Context: an optimization exercise on an open-source flow, tuned for small area, a short achievable clock period and few clock cycles per item. The choices shown serve that exercise and are no tape-out recipe. In this exercise RTL edits were held to simulation tests only and were not proved equivalent to the original. Power and IR drop assume default switching activity.

<file path="flow/design.v">
module pite_xform (
    input  wire        clk,
    input  wire        rst_n,         
    input  wire [2:0]  cfg_op,        
    input  wire        cfg_perch,
    input  wire        cfg_chen,
    input  wire [1:0]  cfg_chsel,
    input  wire [31:0] cfg_opnd0,
    input  wire [31:0] cfg_opnd1,
    input  wire [31:0] cfg_opnd2,
    input  wire [7:0]  cfg_outmin,
    input  wire [7:0]  cfg_outmax,
    input  wire [7:0]  cfg_rmin,
    input  wire [7:0]  cfg_rmax,
    input  wire        in_valid,
    output wire        in_ready,
    input  wire [7:0]  in_data,
    input  wire [2:0]  in_tag,
    output wire        out_valid,
    input  wire        out_ready,
    output wire [7:0]  out_data
);
    parameter [8:0] CUT = 9'b0_0101_0100;
    parameter       ATYPE = 1;
    localparam integer NCUT = CUT[1]+CUT[2]+CUT[3]+CUT[4]+CUT[5]+CUT[6]+CUT[7]+CUT[8];
    localparam integer CAP = NCUT + 4;
    localparam OP_SADD   = 3'd1;
    localparam OP_SSUB   = 3'd2;
    localparam OP_SMUL   = 3'd3;
    localparam OP_SDIV   = 3'd4;
    localparam OP_CSTR   = 3'd6;
    localparam OP_BPLANE = 3'd7;
    wire acc   = in_valid & in_ready;
    reg  op_smul, op_sdiv, op_cstr, op_bp, op_ssub, op_short;
    always @(posedge clk) begin
        op_smul  <= (cfg_op == OP_SMUL);
        op_sdiv  <= (cfg_op == OP_SDIV);
        op_cstr  <= (cfg_op == OP_CSTR);
        op_bp    <= (cfg_op == OP_BPLANE);
        op_ssub  <= (cfg_op == OP_SSUB);
        op_short <= (cfg_op == OP_SADD) | (cfg_op == OP_SSUB) | (cfg_op == OP_BPLANE);
    end
    wire cstr  = op_cstr;
    wire short = op_short;
    wire [1:0]  ik   = in_tag[1:0];
    wire [31:0] in_n = !cfg_perch ? cfg_opnd0 :
                       (ik == 2'd1) ? cfg_opnd1 :
                       (ik == 2'd2) ? cfg_opnd2 : cfg_opnd0;
    wire [8:0]  in_u = {1'b0, in_data} - {1'b0, cfg_rmin};
    reg  [7:0]  v;
    reg  [2:0]  tag;
    reg         sel;
    reg  [24:0] n;
    reg         n_hi8, n_hi24, n_hi25, n_zero;
    reg  [7:0]  au;
    reg         uneg;
    reg         val0;
    always @(posedge clk) begin
        v      <= in_data;
        tag    <= in_tag;
        sel    <= !cfg_chen || (ik == cfg_chsel);
        n      <= in_n[24:0];
        n_hi8  <= |in_n[31:8];
        n_hi24 <= |in_n[31:24];
        n_hi25 <= |in_n[31:25];
        n_zero <= ~|in_n;
        au     <= in_u[8] ? (cfg_rmin - in_data) : in_u[7:0];
        uneg   <= in_u[8];
        val0   <= rst_n & acc;
    end
    wire        sub     = op_ssub;
    wire [8:0]  as9     = {1'b0, v} + {1'b0, sub ? ~n[7:0] : n[7:0]} + {8'd0, sub};
    reg  [7:0]  sh_res;
    always @(*) begin
        if (op_bp)
            sh_res = v[tag] ? 8'd255 : 8'd0;
        else if (!sel)
            sh_res = v;
        else if (sub)
            sh_res = (n_hi8 | !as9[8]) ? 8'd0 : as9[7:0];
        else
            sh_res = (n_hi8 | as9[8]) ? 8'd255 : as9[7:0];
    end
    wire [8:0]  sd_hi = {1'b0, n[24:17]} + {1'b0, v};
    wire [25:0] sm_t  = {1'b0, n} + 26'd256;           
    reg  [25:0] a_i;      
    reg  [7:0]  m_i;      
    reg         d_i;      
    reg         f_i;      
    always @(*) begin
        a_i = {v, 18'd0};
        m_i = 8'd0;
        d_i = 1'b0;
        f_i = 1'b0;
        if (sel & (op_smul | op_sdiv)) begin
            if (op_smul) begin
                a_i = v[7] ? {sm_t[16:0], 9'd0} : 26'h002_0000;
                m_i = {v[6:0], 1'b0};
                f_i = (n_hi24 & (|v)) | (v[7] & (|sm_t[25:17]));
            end else if (n_zero) begin
                f_i = 1'b1;
            end else if (n_hi25) begin
                a_i = 26'd0;
            end else begin
                a_i = {sd_hi, n[16:0]};
                d_i = 1'b1;
            end
        end
    end
    wire [8:0]  dout9 = {1'b0, cfg_outmax} - {1'b0, cfg_outmin};
    wire [8:0]  den9  = {1'b0, cfg_rmax} - {1'b0, cfg_rmin};
    reg  [7:0]  adout_r, den_r, denm_r, outmin_r;
    reg         sgn_r, degen_r;
    always @(posedge clk) begin
        outmin_r <= cfg_outmin;
        adout_r  <= dout9[8] ? -dout9[7:0] : dout9[7:0];
        den_r    <= den9[8] ? -den9[7:0] : den9[7:0];
        denm_r   <= den_r - 8'd1;
        sgn_r    <= dout9[8] ^ den9[8];
        degen_r  <= (den9 == 9'd0);
    end
    wire        cs_s  = sgn_r ^ uneg;
    wire [7:0]  cs_t  = cs_s ? denm_r : den_r;             
    wire [15:0] pp [0:8];
    genvar r;
    generate
        for (r = 0; r < 8; r = r + 1) begin : ppg
            assign pp[r] = au[r] ? ({8'd0, adout_r} << r) : 16'd0;
        end
    endgenerate
    assign pp[8] = {9'd0, cs_t[7:1]};
    wire [15:0] l1s0 = pp[0] ^ pp[1] ^ pp[2];
    wire [15:0] l1c0 = ((pp[0] & pp[1]) | (pp[0] & pp[2]) | (pp[1] & pp[2])) << 1;
    wire [15:0] l1s1 = pp[3] ^ pp[4] ^ pp[5];
    wire [15:0] l1c1 = ((pp[3] & pp[4]) | (pp[3] & pp[5]) | (pp[4] & pp[5])) << 1;
    wire [15:0] l1s2 = pp[6] ^ pp[7] ^ pp[8];
    wire [15:0] l1c2 = ((pp[6] & pp[7]) | (pp[6] & pp[8]) | (pp[7] & pp[8])) << 1;
    wire [15:0] l2s0 = l1s0 ^ l1c0 ^ l1s1;
    wire [15:0] l2c0 = ((l1s0 & l1c0) | (l1s0 & l1s1) | (l1c0 & l1s1)) << 1;
    wire [15:0] l2s1 = l1c1 ^ l1s2 ^ l1c2;
    wire [15:0] l2c1 = ((l1c1 & l1s2) | (l1c1 & l1c2) | (l1s2 & l1c2)) << 1;
    wire [15:0] l3s  = l2s0 ^ l2c0 ^ l2s1;
    wire [15:0] l3c  = ((l2s0 & l2c0) | (l2s0 & l2s1) | (l2c0 & l2s1)) << 1;
    wire [15:0] l4s  = l3s ^ l3c ^ l2c1;
    wire [15:0] l4c  = ((l3s & l3c) | (l3s & l2c1) | (l3c & l2c1)) << 1;
    wire [15:0] cs_h = l4s + l4c;
    wire [16:0] cs_n = {cs_h, cs_t[0]};
    reg  [25:0] a_r [0:9];
    reg  [24:0] b_r [0:9];    
    reg  [7:0]  m_r [0:9];
    reg         d_r [0:9];
    reg         f_r [0:9];
    reg         s_r [0:9];
    reg         val_r [0:9];
    always @(posedge clk) begin
        if (cstr) begin
            a_r[9] <= degen_r ? {outmin_r, 18'd0} : {cs_n, 9'd0};
            b_r[9] <= ~{8'd0, den_r, 9'd0};
            m_r[9] <= 8'd0;
            d_r[9] <= !degen_r;
            f_r[9] <= 1'b0;
        end else begin
            a_r[9] <= a_i;
            b_r[9] <= op_sdiv ? ~n[24:0] : n[24:0];
            m_r[9] <= m_i;
            d_r[9] <= d_i;
            f_r[9] <= f_i;
        end
        s_r[9]   <= cs_s;
        val_r[9] <= rst_n & val0 & !short;
    end
    genvar j, t;
    generate
        for (j = 8; j >= 0; j = j - 1) begin : step
            localparam integer W = 25 - j;         
            wire [24:0] b_s = b_r[j+1];
            wire [7:0]  m_s = m_r[j+1];
            wire        d_s = d_r[j+1];
            wire [25:0] a_s = {a_r[j+1][25:j+1], ~b_s[j:0] & {(j+1){d_s}}};
            wire        f_s = f_r[j+1];
            wire        hz;
            if (j == 0) begin : nohi
                assign hz = 1'b1;
            end else begin : hi
                assign hz = d_s ? &b_s[24:25-j] : ~|b_s[24:25-j];
            end
            wire [W-1:0] x = b_s[W-1:0];
            wire [W-1:0] sum;
            wire         co;
            if (j == 8) begin : cmp
                wire [17:0] c8 = {1'b0, a_s[25:9]} + {1'b0, b_s[16:0]} + 18'd1;
                assign co  = c8[17];
                assign sum = a_s[25:9];
            end else if (j == 0) begin : cmp0
                wire [25:0] c0 = {1'b0, a_s[25:1]} + {1'b0, b_s[24:0]} + 26'd1;
                assign co  = c0[25];
                assign sum = a_s[25:1];
            end else begin : addsub
                pite_add #(.W(W), .TYPE(ATYPE)) add (.a(a_s[25:j+1]), .b(x), .ci(d_s), .s(sum), .co(co));
            end
            wire         qb  = co & hz;                        
            wire         mb;
            if (j < 8 && j > 0) begin : mbit
                assign mb = m_s[j];
            end else begin : nombit
                assign mb = 1'b0;
            end
            wire         ov  = co | ~hz;                       
            wire         upd = (j == 8 || j == 0) ? 1'b0 : (d_s ? qb : mb);
            wire [25:0]  a_n;
            assign a_n[25:j+1] = upd ? sum : a_s[25:j+1];
            assign a_n[j:0] = a_s[j:0];
            wire [7:0] m_n;
            for (t = 0; t < 8; t = t + 1) begin : mm
                if (t == j) begin : q
                    assign m_n[t] = d_s ? qb : m_s[t];
                end else begin : p
                    assign m_n[t] = m_s[t];
                end
            end
            wire f_n = f_s | (d_s ? ((j == 8) & qb) : (mb & ov));
            if (CUT[j] && j > 0) begin : rg
                always @(posedge clk) begin
                    a_r[j] <= a_n; b_r[j] <= b_s; m_r[j] <= m_n;
                    d_r[j] <= d_s; f_r[j] <= f_n; s_r[j] <= s_r[j+1];
                    val_r[j] <= rst_n & val_r[j+1];
                end
            end else begin : wr
                always @(*) begin
                    a_r[j] = a_n; b_r[j] = b_s; m_r[j] = m_n;
                    d_r[j] = d_s; f_r[j] = f_n; s_r[j] = s_r[j+1];
                    val_r[j] = val_r[j+1];
                end
            end
        end
    endgenerate
    wire [25:0] a_e = a_r[0];
    wire [7:0]  q_e = m_r[0];
    wire        d_e = d_r[0];
    wire        f_e = f_r[0];
    wire        s_e = s_r[0];
    wire [8:0]  up0 = {1'b0, outmin_r} + {1'b0, q_e[7:1], 1'b0};
    wire [8:0]  up1 = {1'b0, outmin_r} + {1'b0, q_e[7:1], 1'b1};
    wire [8:0]  dn0 = {1'b0, outmin_r} - {1'b0, q_e[7:1], 1'b0};
    wire [8:0]  dn1 = {1'b0, outmin_r} - {1'b0, q_e[7:1], 1'b1};
    wire [7:0]  cs0 = s_e ? ((f_e | dn0[8]) ? 8'd0 : dn0[7:0]) : ((f_e | up0[8]) ? 8'd255 : up0[7:0]);
    wire [7:0]  cs1 = s_e ? ((f_e | dn1[8]) ? 8'd0 : dn1[7:0]) : ((f_e | up1[8]) ? 8'd255 : up1[7:0]);
    reg  [7:0]  res;
    always @(*) begin
        if (short)
            res = sh_res;
        else if (!d_e)
            res = f_e ? 8'd255 : a_e[25:18];
        else if (!cstr)
            res = f_e ? 8'd255 : q_e;
        else
            res = q_e[0] ? cs1 : cs0;
    end
    wire r_val = short ? val0 : val_r[0];
    localparam integer FD = CAP - 1;
    reg  [7:0] head;
    reg        hval;
    reg  [7:0] fifo [0:FD-1];
    reg  [3:0] wp, rp, cnt;
    reg  [3:0] inflight;
    reg        rdy;
    assign out_valid = hval;
    assign out_data  = head;
    wire del   = hval & out_ready;
    wire hfree = !hval | out_ready;             
    wire fne   = (cnt != 4'd0);
    wire pop   = hfree & fne;
    wire push  = r_val & (fne | !hfree);
    wire [3:0] inflight_n = inflight + {3'd0, acc} - {3'd0, del};
    always @(posedge clk) begin
        if (push) fifo[wp] <= res;
        if (hfree) head <= fne ? fifo[rp] : res;
        if (!rst_n) begin
            wp <= 4'd0; rp <= 4'd0; cnt <= 4'd0; hval <= 1'b0;
            inflight <= 4'd0; rdy <= 1'b0;
        end else begin
            if (push) wp <= (wp == FD-1) ? 4'd0 : wp + 4'd1;
            if (pop)  rp <= (rp == FD-1) ? 4'd0 : rp + 4'd1;
            cnt  <= cnt + {3'd0, push} - {3'd0, pop};
            hval <= hfree ? (fne | r_val) : 1'b1;
            inflight <= inflight_n;
            rdy <= (inflight_n < CAP);
        end
    end
    assign in_ready = rdy;
endmodule
module pite_add #(parameter W = 8, parameter TYPE = 1) (
    input  wire [W-1:0] a,
    input  wire [W-1:0] b,
    input  wire         ci,
    output wire [W-1:0] s,
    output wire         co
);
    generate
        if (TYPE == 1 || TYPE == 2 || TYPE == 3) begin : pfx
            reg [W:0] g, p;
            integer i, l, m;
            always @(*) begin
                g = {a & b, ci};
                p = {a ^ b, 1'b0};
                if (TYPE == 1) begin
                    for (l = 1; l <= W; l = l * 2)
                        for (i = W; i >= 0; i = i - 1)
                            if ((i / l) % 2 == 1) begin
                                m = (i / l) * l - 1;
                                g[i] = g[i] | (p[i] & g[m]);
                                p[i] = p[i] & p[m];
                            end
                end else if (TYPE == 2) begin
                    for (l = 1; l <= W; l = l * 2)
                        for (i = W; i >= 0; i = i - 1)
                            if ((i + 1) % (2 * l) == 0) begin
                                g[i] = g[i] | (p[i] & g[i - l]);
                                p[i] = p[i] & p[i - l];
                            end
                    for (l = l / 2; l >= 1; l = l / 2)
                        for (i = W; i >= 0; i = i - 1)
                            if ((i + 1) % (2 * l) == l && i >= 2 * l) begin
                                g[i] = g[i] | (p[i] & g[i - l]);
                                p[i] = p[i] & p[i - l];
                            end
                end else begin
                    for (i = 1; i <= W; i = i + 1)
                        g[i] = g[i] | (p[i] & g[i - 1]);
                end
            end
            assign s  = (a ^ b) ^ g[W-1:0];
            assign co = g[W];
        end else begin : plus
            assign {co, s} = {1'b0, a} + {1'b0, b} + {{W{1'b0}}, ci};
        end
    endgenerate
endmodule
</file>
<file path="flow/flow/run.sh">
#!/bin/bash
# Layout flow: the standard flow (standard.sh, ORFS make targets) with
# two changes to how the layout is made:
#  - timing repair aims at a setup slack of SETUP_MARGIN ns rather than 0,
#    so the resizer also speeds up paths that already meet the clock;
#  - the port buffers that every input and output gets are buf_1 cells.
# The clock period and constraints are the standard flow's. ORFS keeps each step's full
# tool output in orfs/logs/; make's own output goes to standard.log here.
set -e
SETUP_MARGIN=7
bash standard.sh SETUP_SLACK_MARGIN=$SETUP_MARGIN \
    "BUFFER_PORTS_ARGS=-buffer_cell sky130_fd_sc_hd__buf_1" finish > standard.log 2>&1
</file>
<file path="flow/standard.sh">
#!/bin/bash
# synth_recipe.tcl (not shown) runs the flow's synth.tcl, then flattens the netlist and writes it again
# the make line also repeats each setting of config.mk as NAME=value (left out here)
make -C /OpenROAD-flow-scripts/flow DESIGN_CONFIG=/design/flow/config.mk WORK_HOME=/design/flow/orfs CLKGATE_MAP_FILE= SYNTH_SCRIPT=/design/flow/synth_recipe.tcl "${@:-finish}"
</file>
<file path="flow/config.mk">
export PLATFORM = sky130hd
export DESIGN_NAME = pite_xform
export DESIGN_NICKNAME = pite_xform
export VERILOG_FILES = /design/flow/design.v
export SDC_FILE = /design/flow/constraint.sdc
export NUM_CORES = 4
export LEC_CHECK = 0
export ABC_AREA = 1
export CAP_MARGIN = 20
export CORE_MARGIN = 2
export CORE_UTILIZATION = 40
export SLEW_MARGIN = 20
</file>
<file path="flow/constraint.sdc">
create_clock -name core_clock -period 12.5 [get_ports {clk}]
set_input_delay 2.5000 -clock core_clock [delete_from_list [all_inputs] [get_ports {clk}]]
set_output_delay 2.5000 -clock core_clock [all_outputs]
set_load 0.01 [all_outputs]
</file>
==> flow_metrics.tcl, run 1 <==
set metrics [dict create \
    status "complete, no violations" \
    coreArea_sq_um 68500 \
    crit_type "flop to flop" \
    ant_nets 0 \
    synth_edf_count 56 \
    power.net_switching_mw 3.07 \
    p_leak_nw 14.7 \
    placed_area_sq_um 28900 \
    initialDrtViolationCount 1512 \
    start_util 0.404 \
    fin_skew_ns 0.0274 \
    crit_start "d_r[4]$_DFF_P_" \
    setup_viol 0 \
    yosysSeqAreaShare 0.306 \
    clock_latency_ns 0.59 \
    drt-total-wl_microns 70700 \
    ys_top_cells_by_area "dfxtp_1 (25%), ha_1 (13%), nand2_1 (9.7%)" \
    rows 96 \
    ys_warn_count 15 \
    tightest_slew_ns 0.948 \
    p_int_mw 3.90 \
    drv_slew 0 \
    cts-root-buf "clkbuf_16" \
    wire_per_inst_microns 15.5 \
    htree_levels 2 \
    grt.total_usage 0.200 \
    seq_power_share 0.255 \
    p_sw_frac 0.440 \
    nNetsFinal 4194 \
    die_x_microns 267 \
    clock_sinks 395 \
    cts.path.max_buffers 3 \
    drv_cap 0 \
    pwr-share-comb 0.547 \
    slew_headroom 0.366 \
    cts_made_buffers 43 \
    synthTopCellsByCount "nand2_1 (717), inv_1 (524), dfxtp_1 (339)" \
    grt_pass1_wl_microns 114000 \
    fillCellCount 6846 \
    grt_max_degree 42 \
    setup_ws_ns 7.54 \
    synthToLayoutAreaGrowth_pct 10.5 \
    clk_pin_slew_worst_paths_ns 0.06 \
    post_drt_via_cell_ratio 4.98 \
    avgSynthCellArea_sq_um 7.81 \
    hold_path.class "flop to flop" \
    period_needed_ns 4.96 \
    hpwl_microns 57200 \
    gp_congestion 0.968 \
    timing.rr.start "d_r[4]$_DFF_P_" \
    synth-async-reset-ratio 0 \
    mappedNetlistNets 4072 \
    ys_types 65 \
    power_density_nw_per_um2 228 \
    ios 160 \
    cts_tree "built" \
    portBuffers 159 \
    drive_above_1_share 0.0568 \
    grt_overflow 0 \
    crit_required_ns 12.95 \
    fin_crit_sh 0.397 \
    clkPwrFrac 0.198 \
    synth_most_common_cell "nand2_1" \
    max_freq_mhz 201 \
    setup.worst_path.start_class "flop" \
    drc 0 \
    pre_cts_ws_ns 6.97 \
    crit_fanout 23 \
    synth_area_sq_um 27600 \
    yosysTopAreaCell "dfxtp_1" \
    rsz0062_at_grt "no" \
    end_kind "flop" \
    setup_tns_ns 0 \
    reg2reg_slack_ns 7.54 \
    ir_drop_v 0.000275 \
    hold_viol 0 \
    synth_ff_type "dfxtp_1" \
    die_h_microns 267 \
    utilization 0.446 \
    postLayoutCellArea_sq_um 30500 \
    grt_pass1_vias 21837 \
    netlist.area_leader.share 0.246 \
    syn_inst 3539 \
    n_antenna_cell 0 \
    crit_arrival_ns 5.42 \
    drt-pass1-iter-count 7 \
    dieArea_sq_um 71200 \
    hp-start "m_r[4][7]$_DFF_P_" \
    ys_seq_elements 395 \
    antenna_found_initial 2 \
    vias 22796 \
]
==> registers in the layout, indices dropped and copies added, names as in the netlist, 8 cells and up, named ones only <==
register and count:
b_r 100, au 8, outmin_r 8, v 8, adout_r 8, n 25, denm_r 8, a_r 83
m_r 28, den_r 8, head 8, fifo 48
==> per-layer routing <==
metal	up-vias	share of wire	global-route usage
met4	4	0.032	0.0674
met5	-	0.00031	0
met3	136	0.054	0.0307
li1	11849	-	-
met2	562	0.44	0.323
met1	10245	0.47	0.271
==> layout by cell type (no fill, tap or decap), types with 6 or more instances in the layout <==
cell       instances
nand2_2           21
and2_1            45
clkinv_2          12
clkbuf_8           8
xor2_1           103
nand2_4           10
nor4_1            16
o21ai_2           13
nand3b_1          55
o21a_1             9
nand2_1          715
ha_1             293
a211oi_1          14
o21ai_0          188
a21oi_1          220
nor3_1            31
a21oi_4            7
nand3_1          174
nand3_2           11
o221ai_1           6
a21oi_2            6
buf_1            159
dfxtp_1          337
or2_2             20
inv_1            523
xnor2_1           58
o22ai_1           51
clkbuf_16         46
a22oi_1            9
nand4_1           25
o21ai_1           15
a21o_1             6
buf_4              9
edfxtp_1          56
o21bai_1          16
o211ai_1          26
nor2_1           212
fa_1              90
==> area by class of cell <==
class / instances / area (sq um) / share of cell area
multi-input cells: 2517 / 16700 / 0.546
flip-flops and latches: 395 / 8470 / 0.277
inverters: 535 / 2030 / 0.0664
clock buffers: 54 / 1260 / 0.0413
well taps: 882 / 1100 / 0.0361
repair buffers: 169 / 676 / 0.0221
clock inverters: 26 / 312 / 0.0102
==> metrics by stage <==
stage	power, mW	cells	hold slack, ns
after global routing	7.66	4578	0.314
after CTS	7.04	4571	0.321
final	6.97	4578	0.319
after detailed placement	5.62	4491	0.315
after global placement	5.59	4491	0.310
after floorplan	4.71	3539	0.310
==> what timing repair did <==
item | 4_1_cts | 5_1_grt
hold buffers | 0 | 0
resized for setup | 1 | 12
gates cloned | 0 | 2
pin swaps | 0 | 1
setup buffers | 0 | 4
endpoints found under the setup margin | 5 | 117
==> cells by family after synthesis <==
logic type,Yosys count,share of synthesized area
AOI/OAI and AO/OA,621,0.134
xor gates and xnor gates,161,0.0510
adders and majority gates,383,0.198
buffers and inverters,629,0.0918
DFF,395,0.306
muxes,5,0.00186
and+or+nand+nor,1345,0.217
==> worst paths after layout <==
path                         to  cells after the start
max          a_r[2][10]$_DFF_P_                     21
min reg2reg   m_r[2][7]$_DFF_P_                      0
min           m_r[2][7]$_DFF_P_                      0
max reg2reg  a_r[2][10]$_DFF_P_                     21
==> critical path: stages (launching register included) <==
cell and delay (ns):
dfxtp_1 0.54, inv_1 0.23, nor3_1 0.69, a21oi_1 0.12, nor3_1 0.30, nand2_4 0.22, nand2_4 0.27, o21ai_0 0.18
and2_1 0.17, ha_1 0.35, a21oi_1 0.21, nor2_1 0.07, nor2_1 0.08, inv_1 0.06, a211oi_1 0.33, o21ai_4 0.16
nand2_2 0.09, nand2_2 0.11, a21oi_4 0.23, buf_4 0.22, or2_0 0.13, nand2_1 0.09
==> power by group through the flow <==
stage               sequential, mW  clock, mW  combinational, mW
CTS                           1.78       1.42               3.85
global placement              1.80          0               3.79
finish                        1.78       1.38               3.81
global route                  1.80       1.47               4.40
floorplan                     1.66          0               3.05
detailed placement            1.80          0               3.82
Testbench counts, summed over its fixed seeds: cycles 15,596, items 14,056.
==> run 2, diff against run 1 <==
--- a/flow/design.v
+++ b/flow/design.v
@@ -82,6 +82,10 @@
             sh_res = (n_hi8 | as9[8]) ? 8'd255 : as9[7:0];
     end
-    wire [8:0]  sd_hi = {1'b0, n[24:17]} + {1'b0, v};
-    wire [25:0] sm_t  = {1'b0, n} + 26'd256;           
+    wire        i_sel   = !cfg_chen || (ik == cfg_chsel);
+    wire        i_hi24  = |in_n[31:24];
+    wire        i_hi25  = |in_n[31:25];
+    wire        i_zero  = ~|in_n;
+    wire [8:0]  sd_hi = {1'b0, in_n[24:17]} + {1'b0, in_data};
+    wire [25:0] sm_t  = {1'b0, in_n[24:0]} + 26'd256;    
     reg  [25:0] a_i;      
     reg  [7:0]  m_i;      
@@ -89,19 +93,19 @@
     reg         f_i;      
     always @(*) begin
-        a_i = {v, 18'd0};
+        a_i = {in_data, 18'd0};
         m_i = 8'd0;
         d_i = 1'b0;
         f_i = 1'b0;
-        if (sel & (op_smul | op_sdiv)) begin
+        if (i_sel) begin
             if (op_smul) begin
-                a_i = v[7] ? {sm_t[16:0], 9'd0} : 26'h002_0000;
-                m_i = {v[6:0], 1'b0};
-                f_i = (n_hi24 & (|v)) | (v[7] & (|sm_t[25:17]));
-            end else if (n_zero) begin
+                a_i = in_data[7] ? {sm_t[16:0], 9'd0} : 26'h002_0000;
+                m_i = {in_data[6:0], 1'b0};
+                f_i = (i_hi24 & (|in_data)) | (in_data[7] & (|sm_t[25:17]));
+            end else if (i_zero) begin
                 f_i = 1'b1;
-            end else if (n_hi25) begin
+            end else if (i_hi25) begin
                 a_i = 26'd0;
             end else begin
-                a_i = {sd_hi, n[16:0]};
+                a_i = {sd_hi, in_n[16:0]};
                 d_i = 1'b1;
             end
@@ -162,5 +166,5 @@
         end else begin
             a_r[9] <= a_i;
-            b_r[9] <= op_sdiv ? ~n[24:0] : n[24:0];
+            b_r[9] <= op_sdiv ? ~in_n[24:0] : in_n[24:0];
             m_r[9] <= m_i;
             d_r[9] <= d_i;
@@ -168,5 +172,5 @@
         end
         s_r[9]   <= cs_s;
-        val_r[9] <= rst_n & val0 & !short;
+        val_r[9] <= rst_n & (cstr ? val0 : (acc & !short));
     end
     genvar j, t;
--- a/flow/flow/run.sh
+++ b/flow/flow/run.sh
@@ -8,5 +8,5 @@
 # tool output in orfs/logs/; make's own output goes to standard.log here.
 set -e
-SETUP_MARGIN=7
+SETUP_MARGIN=8
 bash standard.sh SETUP_SLACK_MARGIN=$SETUP_MARGIN \
     "BUFFER_PORTS_ARGS=-buffer_cell sky130_fd_sc_hd__buf_1" finish > standard.log 2>&1
==> run 2 against run 1 <==
Maximum frequency increased by 7.8%; clock power down 6%; register-to-register slack better by 0.36 ns; combinational power grew 18%; largest power group unchanged; largest cell class unchanged; non-clock buffer count increased by 238; global-route usage is 1.6 points higher; first-iteration DRC count grew 3.4%; total power increased by 7.6%; synthesized cell count rose by 3.0%; final area grew 15%; clock skew is 0.0025 ns lower; critical path depth rose by 15.
==> flow_metrics.tcl, run 2 <==
set metrics [dict create \
    grt_util_met2 0.375 \
    crit_type "flop to flop" \
    synth_most_common_cell "nand2_1" \
    ctsHoldBuffers 0 \
    setup_ws_ns 7.89 \
    pre_cts_ws_ns 5.95 \
    htree_levels 2 \
    synth_area_sq_um 27300 \
    grt_max_degree 54 \
    ys_top_cells_by_area "dfxtp_1 (23%), ha_1 (13%), nand2_1 (12%)" \
    drt-pass1-iter-count 5 \
    fin_hold_ws_ns 0.312 \
    hpwl_microns 58100 \
    multi_input_area_sq_um 19200 \
    use_met1 0.274 \
    start_util 0.405 \
    grt.total_usage 0.215 \
    power.net_switching_mw 3.34 \
    clk_pin_slew_worst_paths_ns 0.06 \
    slew_headroom 0.322 \
    drv_slew 0 \
    seq_area_sq_um 8170 \
    grt_pass1_vias 23392 \
    ios 160 \
    yosysSeqAreaShare 0.296 \
    initialDrtViolationCount 1563 \
    ys_warn_count 15 \
    avgSynthCellArea_sq_um 7.48 \
    clock_sinks 375 \
    status "complete, no violations" \
    drt-total-wl_microns 82800 \
    post_drt_via_cell_ratio 5.08 \
    yosysTopAreaCell "dfxtp_1" \
    top_regs "b_r x100, a_r x83, fifo x48" \
    layout_commonest_cell "nand2_1" \
    p_int_mw 4.16 \
    portBuffers 159 \
    grt_pass1_wl_microns 122000 \
    synth-async-reset-ratio 0 \
    dieArea_sq_um 70300 \
    syn_inst 3646 \
    cts-root-buf "clkbuf_16" \
    synth_edf_count 56 \
    pwr-share-comb 0.598 \
    final_cell_mix "nand2_1 (782), inv_1 (531), dfxtp_1 (261), ha_1 (239)" \
    drive_above_1_share 0.214 \
    mappedNetlistNets 4180 \
    ys_types 60 \
    antenna_found_initial 0 \
    cp_slowest_cell "dfxtp_4" \
    ant_nets 0 \
    n_antenna_cell 0 \
    seq_power_share 0.229 \
    setup_viol 0 \
    nNetsFinal 4551 \
    crit_arrival_ns 5.13 \
    synthToLayoutAreaGrowth_pct 29.2 \
    wire_per_inst_microns 16.8 \
    vias 25014 \
    cts.path.max_buffers 3 \
    top_usage_layer "met2" \
    setup_tns_ns 0 \
    power_density_nw_per_um2 213 \
    synthTopCellsByCount "nand2_1 (881), inv_1 (543), dfxtp_1 (319)" \
    die_x_microns 265 \
    hold_viol 0 \
    end_kind "flop" \
    gp_congestion 0.935 \
    fin_skew_ns 0.0249 \
    cpPeakStageDelay_ns 0.36 \
    ir_drop_v 0.000413 \
    synth_ff_type "dfxtp_1" \
    power_mw 7.50 \
    rows 95 \
    hold_path.class "flop to flop" \
    largest_reg_flops 100 \
    cts_made_buffers 45 \
    drv_cap 0 \
    rsz0062_at_grt "yes" \
    p_sw_frac 0.445 \
    tightest_slew_ns 1.02 \
    netlist.area_leader.share 0.234 \
    fin_crit_sh 0.368 \
    setup.worst_path.start_class "flop" \
    die_h_microns 265 \
    p_leak_nw 17.0 \
    clkPwrFrac 0.173 \
    cpMostUsedCell "nand2_2" \
    largest_register "b_r" \
    coreArea_sq_um 67300 \
    crit_required_ns 13.02 \
    cts_tree "built" \
    period_needed_ns 4.61 \
    max_freq_mhz 217 \
    fillCellCount 6259 \
    drc 0 \
    met3_usage 0.0259 \
    ys_seq_elements 375 \
    clock_latency_ns 0.60 \
    grt_overflow 0 \
    crit_fanout 6 \
]
[run 2: final timing paths]
check                      start                  to  slack (ns)  depth (start not counted)
setup / recovery  d_r[9]$_DFF_P_  a_r[6][22]$_DFF_P_        7.89                         36
hold reg to reg   s_r[4]$_DFF_P_      s_r[2]$_DFF_P_        0.31                          0
hold / removal    s_r[4]$_DFF_P_      s_r[2]$_DFF_P_        0.31                          0
setup reg to reg  d_r[9]$_DFF_P_  a_r[6][22]$_DFF_P_        7.89                         36
[run 2: critical path: cells and delay by family, from the launching register on]
kind,cells,cell delay (ns)
and+or+nand+nor,21,2.02
DFF,1,0.36
AOI/OAI and AO/OA,7,0.97
buffers and inverters,6,0.59
adders and majority gates,2,0.62
[run 2: layer usage]
layer,up-vias,part of all wire
li1,12566,-
met1,11554,0.43
met2,694,0.48
met3,200,0.045
met4,0,0.045
met5,-,0
[run 2: area by class of cell]
cell class | count | share of cell area
multi-input combinational | 2627 | 0.546
sequential | 375 | 0.232
timing repair buffer | 407 | 0.0861
inverter | 555 | 0.0614
clock buffer | 57 | 0.0358
tap | 873 | 0.0310
clock inverter | 26 | 0.00611
timing repair inverter | 6 | 0.00213
[run 2: repair_timing]
action,in CTS,in global routing
buffers inserted,118,103
gates cloned,13,10
resized for setup,217,493
setup endpoints to repair,171,154
endpoints found under the hold margin,0,0
pin swaps,69,207
[run 2: metrics by stage]
stage	area [sq um]	instances	utilization
finish	35200	4926	0.524
global route	35200	4926	0.524
CTS	32100	4813	0.477
detailed placement	28700	4599	0.426
global placement	28700	4599	0.426
floorplan	27300	3646	-
[run 2: power by group through the flow]
stage	Clock, mW	Combinational [mW]	Sequential [mW]
finish	1.30	4.49	1.72
global route	1.36	5.07	1.75
CTS	1.31	3.98	1.69
detailed placement	0	3.61	1.71
global placement	0	3.59	1.71
floorplan	0	2.87	1.59
[run 2: kinds of logic after synthesis]
group	count (synthesis)	share of synthesized area
AO/OA/AOI/OAI	555	0.119
XOR/XNOR	166	0.0533
adder cells (fa/ha/maj)	384	0.201
buffers and inverters	648	0.0927
flip-flops	375	0.296
multiplexers	4	0.00147
AND/OR/NAND/NOR	1514	0.237
Testbench counts of run 2, summed over its fixed seeds: cycles 15,500, items 14,056.

what the ideal ports hide:
In the flow no input, the clock included, has a driving cell. The finished layouts below were timed again as built, in two steps. Step 1 assumes that a clkbuf_16 drives the clock port and a buf_2 every other input. Step 2 also shifts input and output timing later by t, the mid clock arrival at the registers, as if the neighbouring blocks saw the same clock. Three values: ideal, step 1, step 2; two values: the first two.
| run | t (ns) | slack for setup (ns) | clock arrival spread, ns |
|---|---|---|---|
| run 1 | 0.638 | 7.535 / 7.535 / 7.535 | 0.029 / 0.030 |
| run 2 | 0.645 | 7.894 / 7.894 / 7.472 | 0.025 / 0.026 |
After both steps setup and hold are still met in every run listed. For run 2, which loses most, drivers alone change the setup slack by 0.000 ns; drivers and shift together by -0.422 ns.
